This is an optimization exercise on Yosys and OpenROAD, whose aim is small area, not a production implementation. Only simulation tests tie the RTL to the original design; equivalence was not proved. No activity file was given, so power comes from the tool's default toggle rates.

<file path="flow/run.sh">
#!/bin/bash
# synth_recipe.tcl (not shown) runs the flow's synth.tcl, then flattens the netlist and writes it again
# the make line also repeats each setting of config.mk as NAME=value (left out here)
make -C /OpenROAD-flow-scripts/flow DESIGN_CONFIG=/design/flow/config.mk WORK_HOME=/design/flow/orfs CLKGATE_MAP_FILE= SYNTH_SCRIPT=/design/flow/synth_recipe.tcl finish
</file>
<file path="flow/config.mk">
export PLATFORM = sky130hd
export DESIGN_NAME = topo_discovery
export DESIGN_NICKNAME = topo_discovery
export VERILOG_FILES = /design/flow/design.v
export SDC_FILE = /design/flow/constraint.sdc
export NUM_CORES = 4
export LEC_CHECK = 0
export CAP_MARGIN = 40
export CORE_MARGIN = 2
export CORE_UTILIZATION = 30
export PLACE_DENSITY = 0.5
export SLEW_MARGIN = 40
</file>
<file path="flow/constraint.sdc">
create_clock -name core_clock -period 100.0 [get_ports {clk}]
set_input_delay 20.0000 -clock core_clock [delete_from_list [all_inputs] [get_ports {clk}]]
set_output_delay 20.0000 -clock core_clock [all_outputs]
set_load 0.01 [all_outputs]
</file>
<file path="flow/design.v">
module topo_discovery (
    input  wire          clk,
    input  wire          rst,
    input  wire [15:0]   now,
    input  wire          hw_valid,
    input  wire [7:0]    hw_len,
    input  wire [23:0]   hw_data,
    input  wire          hr_valid,
    output reg  [7:0]    hr_data,
    output wire          sel_n,
    output reg           xf_valid,
    output wire [4:0]    xf_len,
    output wire [71:0]   xf_tx,
    input  wire [71:0]   xf_rx,
    output reg           irq_n
);
    localparam [2:0] S_READY  = 3'd0;
    localparam [2:0] S_PRE    = 3'd1;
    localparam [2:0] S_POST   = 3'd2;
    localparam [2:0] S_UPDATE = 3'd3;
    localparam [2:0] S_PACE   = 3'd4;
    localparam [2:0] S_FAULT  = 3'd5;
    localparam [1:0] B_IDLE   = 2'd0;
    localparam [1:0] B_ACTIVE = 2'd1;
    localparam [1:0] B_AWAIT  = 2'd2;
    localparam [1:0] B_AVAIL  = 2'd3;
    reg [13:0]  prev_now;
    reg [2:0]   st;
    reg         sf;             
    reg [3:0]   cnt;            
    reg         lz;             
    reg [4:0]   e_eng;          
    reg [15:0]  pace_dl;
    reg [63:0]  mask;
    reg [63:0]  bank_a;
    reg [63:0]  bank_b;
    reg         cur;            
    reg [111:0] qm;             
    reg [4:0]   wptr;
    reg [4:0]   rptr;
    reg         pend;           
    reg         first;
    reg [5:0]   ptr;
    reg [4:0]   bud;
    reg [1:0]   br_state;
    reg         active;
    reg         armed;
    reg [7:0]   reply;
    reg [5:0]   e_br;           
    wire [13:0] delta = now[13:0] - prev_now;
    wire        open  = (delta != 14'd0);
    wire        dbig5 = |delta[13:5];
    wire        dbig6 = |delta[13:6];
    wire [5:0]  e_eng_sum = {1'b0, e_eng} + {1'b0, delta[4:0]};
    wire [4:0]  e_eng_cur = (dbig5 | e_eng_sum[5]) ? 5'd31 : e_eng_sum[4:0];
    wire [6:0]  e_br_sum  = {1'b0, e_br} + {1'b0, delta[5:0]};
    wire [5:0]  e_br_now  = (dbig6 | e_br_sum[6]) ? 6'd63 : e_br_sum[5:0];
    wire [15:0] pace_diff = now - pace_dl;
    wire        pace_exp  = ~pace_diff[15];
    wire [3:0] n_nodes = sf ? cnt : 4'd0;
    reg  [7:0] nvalid;              
    integer i;
    always @* begin
        for (i = 0; i < 8; i = i + 1)
            nvalid[i] = (i < n_nodes);
    end
    wire st_old = (st == S_POST) || (st == S_UPDATE);
    wire sbank  = cur ^ st_old;
    wire        upd_step = open && sf && (st == S_UPDATE);
    wire [4:0]  qcount   = wptr - rptr;
    wire        ex_act   = pend || upd_step;
    wire        ex_first = upd_step ? 1'b1 : first;
    wire [4:0]  ex_bud   = upd_step ? (5'd16 - qcount) : bud;
    reg  [63:0] v;
    reg  [63:0] sel0, sel1, sel2, sel3;
    reg  [4:0]  t;
    integer c;
    always @* begin
        for (c = 0; c < 64; c = c + 1)
            v[c] = ex_act && nvalid[c/8] && (bank_a[c] ^ bank_b[c]) &&
                   (ex_first || (c > ptr));
        t = 5'b00001;
        for (c = 0; c < 64; c = c + 1) begin
            sel0[c] = v[c] & ~t[1];
            sel1[c] = v[c] &  t[1] & ~t[2];
            sel2[c] = v[c] &  t[2] & ~t[3];
            sel3[c] = v[c] &  t[3] & ~t[4];
            t[4] = t[4] | (v[c] & t[3]);
            t[3] = t[3] | (v[c] & t[2]);
            t[2] = t[2] | (v[c] & t[1]);
            t[1] = t[1] | v[c];
        end
    end
    reg [5:0] idx0, idx1, idx2, idx3;
    reg       nb0, nb1, nb2, nb3;
    always @* begin
        idx0 = 6'd0; idx1 = 6'd0; idx2 = 6'd0; idx3 = 6'd0;
        nb0 = 1'b0; nb1 = 1'b0; nb2 = 1'b0; nb3 = 1'b0;
        for (c = 0; c < 64; c = c + 1) begin
            if (sel0[c]) idx0 = idx0 | c[5:0];
            if (sel1[c]) idx1 = idx1 | c[5:0];
            if (sel2[c]) idx2 = idx2 | c[5:0];
            if (sel3[c]) idx3 = idx3 | c[5:0];
            nb0 = nb0 | (sel0[c] & bank_a[c]);
            nb1 = nb1 | (sel1[c] & bank_a[c]);
            nb2 = nb2 | (sel2[c] & bank_a[c]);
            nb3 = nb3 | (sel3[c] & bank_a[c]);
        end
    end
    wire [3:0] lv;                  
    assign lv[0] = t[1] && (ex_bud != 5'd0);
    assign lv[1] = t[2] && (ex_bud >  5'd1);
    assign lv[2] = t[3] && (ex_bud >  5'd2);
    assign lv[3] = t[4] && (ex_bud >  5'd3);
    wire [2:0] nlv = lv[3] ? 3'd4 : lv[2] ? 3'd3 : lv[1] ? 3'd2 : lv[0] ? 3'd1 : 3'd0;
    wire [6:0] ev0 = {nb0 ^ cur, idx0};
    wire [6:0] ev1 = {nb1 ^ cur, idx1};
    wire [6:0] ev2 = {nb2 ^ cur, idx2};
    wire [6:0] ev3 = {nb3 ^ cur, idx3};
    wire       q_was_empty = (wptr == rptr);
    wire [6:0] q_head = q_was_empty ? ev0 : qm[7*rptr[3:0] +: 7];
    wire [7:0] cmd      = hw_data[7:0];
    wire [7:0] node_arg = hw_data[15:8];
    wire w_count   = hw_valid && cmd == 8'h03 && hw_len >= 8'd1;
    wire w_mask    = hw_valid && cmd == 8'h05 && hw_len >= 8'd3 && node_arg < 8'd8;
    wire w_sensors = hw_valid && cmd == 8'h06 && hw_len >= 8'd2 && node_arg < 8'd8;
    wire w_on      = hw_valid && cmd == 8'h09 && hw_len >= 8'd1;
    wire w_off     = hw_valid && cmd == 8'h0A && hw_len >= 8'd1;
    wire [63:0] sbits = sbank ? bank_b : bank_a;
    wire [7:0]  sbyte = nvalid[node_arg[2:0]] ? sbits[8*node_arg[2:0] +: 8] : 8'hFF;
    reg [2:0]  st_n;
    reg        sf_n;
    reg [3:0]  cnt_n;
    reg        lz_n;
    reg [4:0]  e_eng_n;
    reg [15:0] pace_dl_n;
    reg [7:0]  mask_we;
    reg        mask_def;
    reg        exch;
    reg        pend_n, first_n;
    reg [5:0]  ptr_n;
    reg [4:0]  bud_n;
    reg [4:0]  wptr_n, rptr_n;
    reg [1:0]  br_state_n;
    reg        active_n, armed_n;
    reg [7:0]  reply_n;
    reg [5:0]  e_br_n;
    reg        irq_n_n;
    reg [7:0]  hr_data_n;
    reg        q_empty, pop;
    reg [7:0]  last_byte;
    always @* begin
        st_n = st; sf_n = sf; cnt_n = cnt; lz_n = lz; e_eng_n = e_eng_cur;
        pace_dl_n = pace_dl; mask_we = 8'd0; mask_def = 1'b0; exch = 1'b0;
        pend_n = pend; first_n = first; ptr_n = ptr; bud_n = bud;
        wptr_n = wptr; rptr_n = rptr;
        br_state_n = br_state; active_n = active; armed_n = armed;
        reply_n = reply; e_br_n = e_br_now; irq_n_n = irq_n; hr_data_n = hr_data;
        pop = 1'b0;
        last_byte = xf_rx[8*(cnt-4'd1) +: 8];
        if (w_count && !active) begin
            reply_n = {4'd0, n_nodes};
            armed_n = 1'b1;
        end
        if (w_mask)
            mask_we[node_arg[2:0]] = 1'b1;
        if (w_sensors && !active) begin
            reply_n = sbyte;
            armed_n = 1'b1;
        end
        if (w_on)  active_n = 1'b1;
        if (w_off) active_n = 1'b0;
        if (hr_valid) begin
            hr_data_n = reply_n;
            armed_n   = 1'b0;
            e_br_n    = 6'd0;
            if (q_was_empty)
                irq_n_n = 1'b1;
        end
        if (open) begin
            case (st)
                S_READY: begin
                    e_eng_n = 5'd0;
                    st_n    = S_PRE;
                end
                S_PRE: begin
                    if (e_eng_cur >= 5'd10) begin
                        exch    = 1'b1;
                        lz_n    = (last_byte == 8'h00);
                        e_eng_n = 5'd0;
                        st_n    = S_POST;
                    end
                end
                S_POST: begin
                    if (e_eng_cur >= 5'd20)
                        st_n = S_UPDATE;
                end
                S_UPDATE: begin
                    if (sf) begin
                        st_n = S_PACE;
                    end else if (lz) begin
                        if (cnt == 4'd1) begin
                            st_n = S_FAULT;
                        end else begin
                            cnt_n     = cnt - 4'd1;
                            sf_n      = 1'b1;
                            mask_def  = 1'b1;
                            pace_dl_n = now + 16'd50;
                            st_n      = S_PACE;
                        end
                    end else if (cnt <= 4'd8) begin
                        cnt_n = cnt + 4'd1;
                        st_n  = S_READY;
                    end else begin
                        st_n = S_FAULT;
                    end
                end
                S_PACE: begin
                    if (pace_exp) begin
                        pace_dl_n = now + 16'd50;
                        st_n      = S_READY;
                    end
                end
                default: ;
            endcase
        end
        if (ex_act) begin
            wptr_n = wptr + {2'b00, nlv};
            bud_n  = ex_bud - {2'b00, nlv};
            if (lv[3] && ex_bud > 5'd4) begin
                pend_n  = 1'b1;
                first_n = 1'b0;
                ptr_n   = idx3;
            end else begin
                pend_n  = 1'b0;
            end
        end
        q_empty = q_was_empty && !lv[0];
        if (open) begin
            case (br_state)
                B_IDLE: begin
                    if (active_n) begin
                        br_state_n = B_ACTIVE;
                    end else if (armed_n) begin
                        e_br_n     = 6'd0;
                        br_state_n = B_AWAIT;
                    end
                end
                B_ACTIVE: begin
                    if (!active_n) begin
                        br_state_n = B_IDLE;
                    end else if (!q_empty) begin
                        pop        = 1'b1;
                        br_state_n = B_AVAIL;
                    end
                end
                B_AWAIT: begin
                    if (e_br_n >= 6'd50) begin
                        armed_n    = 1'b0;
                        reply_n    = 8'h00;
                        br_state_n = active_n ? B_ACTIVE : B_IDLE;
                    end
                end
                B_AVAIL: begin
                    if (e_br_n >= 6'd50) begin
                        armed_n    = 1'b0;
                        reply_n    = 8'h00;
                        br_state_n = B_ACTIVE;
                    end else if (!armed_n && !q_empty) begin
                        pop = 1'b1;
                    end
                end
            endcase
        end
        if (pop) begin
            reply_n = {q_head[6], 1'b0, q_head[5:0]};
            rptr_n  = rptr + 5'd1;
            armed_n = 1'b1;
            irq_n_n = 1'b0;
            e_br_n  = 6'd0;
        end
    end
    assign sel_n  = (st != S_PRE);
    assign xf_len = {1'b0, cnt};
    assign xf_tx  = {8'h00, mask & {64{sf}}};
    always @(posedge clk) begin
        prev_now <= now[13:0];
        if (rst) begin
            st       <= S_READY;
            sf       <= 1'b0;
            cnt      <= 4'd1;
            xf_valid <= 1'b0;
            wptr     <= 5'd0;
            rptr     <= 5'd0;
            pend     <= 1'b0;
            cur      <= 1'b0;
            br_state <= B_IDLE;
            active   <= 1'b0;
            armed    <= 1'b0;
            reply    <= 8'h00;
            irq_n    <= 1'b1;
        end else begin
            st       <= st_n;
            sf       <= sf_n;
            cnt      <= cnt_n;
            xf_valid <= exch;
            wptr     <= wptr_n;
            rptr     <= rptr_n;
            pend     <= pend_n;
            cur      <= cur ^ exch;
            br_state <= br_state_n;
            active   <= active_n;
            armed    <= armed_n;
            reply    <= reply_n;
            irq_n    <= irq_n_n;
        end
    end
    integer b, k;
    always @(posedge clk) begin
        if (!rst) begin
            lz      <= lz_n;
            e_eng   <= e_eng_n;
            pace_dl <= pace_dl_n;
            e_br    <= e_br_n;
            first   <= first_n;
            ptr     <= ptr_n;
            bud     <= bud_n;
            hr_data <= hr_data_n;
            if (exch) begin
                if (cur) bank_a <= xf_rx[63:0];
                else     bank_b <= xf_rx[63:0];
            end
            for (b = 0; b < 8; b = b + 1) begin
                if (mask_def && (b + 1 < cnt))
                    mask[8*b +: 8] <= 8'h03;
                else if (mask_we[b])
                    mask[8*b +: 8] <= hw_data[23:16];
            end
            for (k = 0; k < 16; k = k + 1) begin
                if (lv[0] && k[3:0] == wptr[3:0])         qm[7*k +: 7] <= ev0;
                if (lv[1] && k[3:0] == wptr[3:0] + 4'd1)  qm[7*k +: 7] <= ev1;
                if (lv[2] && k[3:0] == wptr[3:0] + 4'd2)  qm[7*k +: 7] <= ev2;
                if (lv[3] && k[3:0] == wptr[3:0] + 4'd3)  qm[7*k +: 7] <= ev3;
            end
        end
    end
endmodule
</file>
==> summary.md <==
| Metric | Value |
|---|---|
| Die area | 122000 um^2 |
| Commonest cells in the netlist | 464 x nand2_1, 455 x nor2_1, 357 x a21oi_1 |
| Gate power share | 0.134 |
| YS warnings | 1 |
| CTS clk-pin slew, worst paths | 0.06 ns |
| CTS tree | built |
| Worst VDD drop | 0.0000122 V |
| DRC | 0 |
| Post-Syn Instances | 4262 |
| Post-synth ARST share | 0 |
| Core Region | 118000 um^2 |
| Gr usage total | 0.321 |
| Synth top area cells | edfxtp_1 29%, a21oi_1 5.0%, nand2_1 4.9%, nor2_1 4.8%, mux4_2 4.7% |
| Root buffer cell | clkbuf_16 |
| Finish-stage setup viols | 0 |
| Crit end category | flop |
| Outcome | timing/DRC/antenna clean |
| Post-route cell area | 41800 um^2 |
| Row count | 126 |
| Setup CP Type | in2reg |
| Sw Ratio | 0.273 |
| I/O pin count | 212 |
| 1st-iter DRT viols | 5036 |
| Clock power share | 0.437 |
| Number of flops mapped to enable cells by yosys | 351 |
| Initial antenna violation count | 10 |
| TNS Setup | 0 ns |
| Placed Area | 40000 um^2 |
| Layout cells sized above 1 | 0.113 |
| First-pass GRT wire length | 280000 um |
| Sequential Power Share | 0.428 |
| Post-CTS sizing | 0 |
| Hold buffers post-CTS | 0 |
| Max Slew Vio Count | 0 |
| Max Clock Freq | 31.6 MHz |
| Mean area per synthesized cell | 8.39 um^2 |
| Worst-skew pair later-pin latency | 0.69 ns |
| Port Buf Inserts | 202 |
| Final period utilization | 0.316 |
| Drt first pass iters | 6 |
| Top-count cell post-synth | nand2_1 |
| Buf/Inv on CP | 6 |
| CTS Buf Count | 50 |
| Leakage | 0.0148 uW |
| Distinct cell type count after synthesis | 114 |
| Pwr per Cell Area | 10.5 nW/um^2 |
| Switching pwr | 119 uW |
| Crit-path max cell delay | 0.90 ns |
| Worst hold slack | 0.507 ns |
| Critical Path RT | 100.60 ns |
| Rel. slew slack | 0.349 |
| Mapped Area | 35800 um^2 |
| Initial Util | 0.303 |
| Largest net degree at the start of global routing | 65 |
| Vias | 37800 |
| Crit path max-delay cell type | or4_1 |
| Max Root-Sink Buffers | 3 |
| Final hold violation count | 0 |
| Synth area leader | edfxtp_1 |
| Worst-margin pin slew | 0.972 ns |
| Most used DFF post-synth | edfxtp_1 |
| Arrival time at the worst endpoint | 32.23 ns |
| CTS H-tree depth | 2 |
| Die height | 349 um |
| CP Launch Type | primary input |
| Sequential fraction of the synthesis area | 0.322 |
| Area share of the largest cell type after synthesis | 0.295 |
| Crit-path leading delay family | simple AND/OR/NAND/NOR gates |
| Cell internal pwr | 318 uW |
| RSZ-0062 raised after global routing | no |
| Max_cap viols | 0 |
| # nets final | 4577 |
| FF+latch count, synth | 399 |
| Min cycle time layout | 31.63 ns |
| Post-detail-place hpwl | 161000 um |
| Most used cell, CP | inv_1 |
| Area delta synth->final | 16.9% |
| Setup Buffers After CTS | 0 |
| Gpl congestion | 1.05 |
| Total Wirelength | 202000 um |
| CP max FO | 25 |
| GRT Residual Overflow | 0 |
| Post-route ant nets | 0 |
| Die width | 349 um |
| Drt wl/cell | 33.8 um |
| DR vias/cell | 6.34 |
| Vias in the first global route | 35100 |
| Fin Clk Skew | 0.0390 ns |
| Hold Path Class | reg2reg |
| Clock sinks | 399 |
-- worst min-delay path, stage by stage (launching register included) --
cell     delay, ns
dfxtp_1       0.33
o21ai_0       0.07
a21oi_1       0.06
-- flip-flops by register name (all words and copies together), names as in the netlist, 2 cells and up --
name / flops
prev_now: 14
wptr: 5
bank_a: 64
ptr: 6
pace_dl: 16
cnt: 4
e_eng: 5
rptr: 5
reply: 8
st: 3
br_state: 2
mask: 64
qm: 112
bud: 5
hr_data: 8
bank_b: 64
e_br: 6
-- power by group through the flow --
stage               Combinational (uW)  Sequential (uW)  Clock, uW
finish                            58.9              187        191
global route                      62.3              188        201
CTS                               58.1              187        195
detailed placement                58.0              191          0
global placement                  57.7              191          0
floorplan                         31.6              190          0
-- layer usage --
metal  vias up  track usage  share of wire
met5         -            0        0.00025
met2      2102        0.495           0.44
met3       383       0.0519          0.081
li1      16500            -              -
met4         8        0.156          0.059
met1     18800        0.434           0.42
-- metrics by stage --
stage | setup slack [ns] | std cells | utilization | power, uW
4_1_cts | 68.53 | 5959 | 0.353 | 440
5_1_grt | 67.82 | 5960 | 0.354 | 451
6_report | 68.37 | 5961 | 0.354 | 438
3_5_place_dp | 67.89 | 5868 | 0.339 | 249
2_1_floorplan | 71.62 | 4270 | - | 221
3_3_place_gp | 68.15 | 5859 | 0.336 | 249
-- worst paths after layout --
kind | start | end | slack [ns] | cells after the start
hold / removal | wptr[4] | wptr[4] | 0.51 | 2
hold reg to reg | wptr[4] | wptr[4] | 0.51 | 2
setup / recovery | now[0] | wptr[4] | 68.37 | 35
setup reg to reg | prev_now[0] | wptr[4] | 88.03 | 33
-- logic make-up (layout without fill, tap and decap cells) --
kind of cell | after synthesis | count (layout) | synth area share
compound gates | 1290 | 1290 | 0.241
simple gates | 1744 | 1744 | 0.242
other cells | 1 | 10 | 0.000105
flops | 399 | 399 | 0.322
xor+xnor | 131 | 131 | 0.0321
fa+ha+maj | 74 | 74 | 0.0267
mux | 232 | 232 | 0.0923
buf+inv | 391 | 545 | 0.0443
-- layout make-up --
type	instances	area, um^2
sequential	399	11500
antenna	1	2.50
clock inverter	23	294
multi-input combinational	3480	23200
timing repair buffer	335	3030
inverter	119	447
fill	12400	76300
tap	1536	1920
clock buffer	68	1400
-- layout by cell type, fill, tap and decap left out, drive strengths merged, types with 29 or more instances in the layout --
cell type / Yosys / layout
edfxtp: 351 / 351
clkbuf: 219 / 68
nand2: 465 / 465
mux2: 29 / 29
inv: 118 / 121
nand4: 53 / 53
and3: 48 / 48
nor2b: 91 / 91
dfxtp: 48 / 48
a31oi: 52 / 52
nor4: 69 / 69
and2: 107 / 107
or2: 31 / 31
clkdlybuf4s50: 0 / 200
a21oi: 358 / 358
a211oi: 158 / 158
nor2: 455 / 455
nand3: 133 / 133
o211ai: 35 / 35
nor3: 143 / 143
o21ai: 225 / 225
a21o: 37 / 37
o22ai: 50 / 50
mux2i: 128 / 128
buf: 53 / 135
mux4: 75 / 75
xnor2: 83 / 83
o21a: 33 / 33
nand2b: 30 / 30
xor2: 48 / 48
ha: 62 / 62

-- afterwards: timing with drivers on the ports --
The results above use ideal ports. As a check the final layout listed here was re-extracted and re-timed, cells and wires unchanged.
Step 1: set_driving_cell puts a clkbuf_16 on clk and a buf_2 on each other input, an assumption about the parent block.
Step 2, shift: input delay + t, output delay - t, t = (earliest + latest rising clock arrival at the registers) / 2. This alone moves slack from input paths to output paths.
Slacks: no drivers / after step 1 / after step 2; pairs: no drivers / after step 1.
t (ns): 0.746
setup WS [ns]: 68.370 / 68.427 / 67.682
clock arrival spread, ns: 0.041 / 0.041
worst register clock-pin slew, ns: 0.07 / 0.07
worst slew at a driven data input, ns: 0.09
After both steps this run still meets setup and hold. The setup slack of this run moves by +0.057 ns with the drivers and by -0.688 ns with both steps.
